From an optimization exercise on the open Yosys and OpenROAD flow, aimed at small area, a short achievable clock period and few clock cycles; shortcuts taken in it are not production practice. In this exercise RTL edits were held to simulation tests only and were not proved equivalent to the original.

==> flow/design.v (excerpt) <==
module rot_geom (
    input  wire        clk,
    input  wire        rst,         
    input  wire        start,
    input  wire        op,          
    input  wire [15:0] w,
    input  wire [15:0] h,
    input  wire [15:0] sin_q,       
    input  wire [15:0] cos_q,       
    output wire        busy,
    output wire        done,
    output wire [7:0]  errcode,
    output wire [31:0] res_a,       
    output wire [31:0] res_b        
);
==> flow/config.mk <==
export PLATFORM = sky130hd
export DESIGN_NAME = rot_geom
export DESIGN_NICKNAME = rot_geom
export VERILOG_FILES = /design/flow/design.v
export SDC_FILE = /design/flow/constraint.sdc
export NUM_CORES = 4
export LEC_CHECK = 0
export CAP_MARGIN = 40
export CORE_MARGIN = 2
export CORE_UTILIZATION = 40
export PLACE_DENSITY = 0.6
export SLEW_MARGIN = 30
==> flow/constraint.sdc <==
create_clock -name core_clock -period 13.0 [get_ports {clk}]
set_input_delay 2.6000 -clock core_clock [delete_from_list [all_inputs] [get_ports {clk}]]
set_output_delay 2.6000 -clock core_clock [all_outputs]
set_load 0.01 [all_outputs]
standard.sh (not shown) runs the stock make flow with config.mk's settings and CLKGATE_MAP_FILE= SYNTH_SCRIPT=/design/flow/synth_recipe.tcl, a recipe that flattens the netlist after the stock synthesis.
==> flow/flow/run.sh <==
#!/bin/bash
# The standard layout, with
#  - repair_timing aiming at a shorter period than the clock (setup margin),
#    repairing only the worst endpoints so that the area stays small;
set -o pipefail
bash standard.sh SETUP_SLACK_MARGIN=9.3 TNS_END_PERCENT=10 \
    "BUFFER_PORTS_ARGS=-buffer_cell sky130_fd_sc_hd__buf_4" finish > std_flow.log 2>&1
Testbench counts at the start, summed over its fixed seeds: cycles 26,260.
Next try:
--- a/flow/design.v
+++ b/flow/design.v
@@ -738,14 +738,13 @@
     wire wr_ra  = s2_v && (s2_ds == DS_RA);
     wire wr_rb  = s2_v && (s2_ds == DS_RB);
     wire wr_d   = s2_v && (s2_ds == DS_D);
     wire [31:0] qa_v = (s2_ds == DS_QAS) ? {14'd0, X[32:15]} : X[31:0];
     wire [31:0] qb_v = (s2_ds == DS_QBS) ? {14'd0, X[32:15]} : X[31:0];
     wire amb_thin = X[33] || (X[32:0] == 33'd0);    
-    wire [34:0] e_chk    = {ms, 1'b1} + {mc, 1'b1};
-    wire        e_le0    = !e_chk[34];
+    wire        e_le0    = X[33] || (X == 34'd0);
     wire        thin_now = ceqs || e_le0;
     wire        irect_mac = (st == ST_MAC) && op_q;
     wire        thin_ld0  = irect_mac && (ph == 4'd3) && thin_now;
     wire        thin_ld   = irect_mac && ((ph == 4'd3) || (ph == 4'd10 && thin2));
     wire [15:0] dA_thin = wge ? s_q : c_q;
     wire [15:0] dB_thin = wge ? c_q : s_q;
@@ -792,26 +791,26 @@
         begin
             tr  = bd - bm - 5'd1;
             fm1 = f ? 4'd14 : 4'd13;
             tcalc = {(bm >= bd), (tr > {1'b0, fm1}) ? fm1 : tr[3:0]};
         end
     endfunction
-    reg  [4:0] bldN;                  
+    reg  [4:0] blmA, blmB, bldN;      
+    wire [4:0] bl_x = bitlen31(xmag);
     reg  [4:0] tA, tB;                
-    reg  [4:0] tA_thin, tB_thin, blSh, bldA, bldB;
+    reg  [4:0] tA_thin, tB_thin;
     always @(posedge clk) begin
-        blSh    <= bitlen16(Sh);
-        bldA    <= bitlen16(dA_thin);
-        bldB    <= bitlen16(dB_thin);
-        tA_thin <= tcalc(blSh, bldA, 1'b0);
-        tB_thin <= tcalc(blSh, bldB, 1'b0);
+        tA_thin <= tcalc(bitlen16(Sh), bitlen16(dA_thin), 1'b0);
+        tB_thin <= tcalc(bitlen16(Sh), bitlen16(dB_thin), 1'b0);
     end
     reg al_sel;           
     wire [30:0] al_m   = al_sel ? RB : RA;
     wire        al_neg = al_sel ? negB : negA;
-    wire [4:0]  al_t   = al_sel ? tB : tA;
+    wire [4:0]  tnA    = tcalc(blmA, bldN, 1'b1);
+    wire [4:0]  tnB    = tcalc(blmB, bldN, 1'b1);
+    wire [4:0]  al_t   = al_sel ? (f15 ? tnB : tB) : (f15 ? tnA : tA);
     wire        al_fb  = al_t[4];
     wire [3:0]  t      = al_t[3:0];
     wire [45:0] shx    = {al_m, {15{al_neg}}} << t;
     wire [30:0] al_r0  = shx[45:15];
     wire [5:0]  al_k0  = (f15 ? 6'd15 : 6'd14) - {2'd0, t};
     wire clr_q = accept;
@@ -864,19 +863,18 @@
             mB    <= cos_q;
             p1_ad <= AD_0;
             p1_m  <= M_ADD;
             p1_ds <= op ? DS_QA : DS_RA;
         end
         if (s2_v && s2_ds == DS_AMB) thin2 <= amb_thin;
-        bldN <= bitlen31(DA);
+        if (wr_ra) blmA <= bl_x;
+        if (wr_rb) blmB <= bl_x;
+        if (wr_d)  bldN <= bl_x;
         if (thin_ld) begin
             tA <= tA_thin;
             tB <= tB_thin;
-        end else if (f15) begin
-            tA <= tcalc(bitlen31(RA), bldN, 1'b1);
-            tB <= tcalc(bitlen31(RB), bldN, 1'b1);
         end
         if (rst) begin
             st_nx   = ST_IDLE;
             p1_v <= 1'b0;
             s2_v <= 1'b0;
         end else begin
@@ -909,17 +907,17 @@
                             if (thin_now) begin
                                 goA    <= 1'b1;
                                 al_sel <= 1'b0;
                                 st_nx     = ST_DIV;
                             end
                         end
-                        if (ph == 4'd8 && !amb) begin
+                        if (ph == 4'd7 && !amb) begin
                             goA    <= 1'b1;
                             al_sel <= 1'b0;
                         end
-                        if (ph == 4'd9 && !amb) begin
+                        if (ph == 4'd8 && !amb) begin
                             goB    <= 1'b1;
                             al_sel <= 1'b1;
                             st_nx     = ST_DIV;
                         end
                         if (ph == 4'd10 && amb) begin
                             f15    <= !thin2;
Outcome: Non-clock buffer count fell by 5; sequential cell count decreases by 5; die area went down by 1.6%; count of clock-buffer cells in the layout goes up by 13; global-route usage falls by 0.48 points; design area stays flat; synthesized cell count is lower by 4.3%.
Testbench counts after the change, summed over its fixed seeds: cycles 25,719.

==> what the ideal ports hide <==
The flow's constraints put no driver on any port. The routed layouts listed below were extracted and timed again, unchanged, in two steps. Step 1, drivers: a clkbuf_16 drives clk and a buf_2 each remaining input, both assumed. Step 2, shift: input delay + t, output delay - t, t = (earliest + latest rising clock arrival at the registers) / 2. This alone moves slack from input paths to output paths. Three values: ideal ports, drivers, drivers and shift; two values: the first two.
| run | t, ns | slack for setup (ns) | worst register clock-pin slew, ns | worst data-port slew with drivers (ns) |
|---|---|---|---|---|
| the first run | 0.711 | 8.841 / 8.841 / 8.266 | 0.07 / 0.07 | 0.13 |
| the second run | 0.722 | 8.518 / 8.484 / 7.990 | 0.07 / 0.07 | 0.05 |
After both steps setup and hold are still met in every run listed. The setup slack of the first run, which loses most, moves by 0.000 ns with the drivers and by -0.575 ns with both steps.
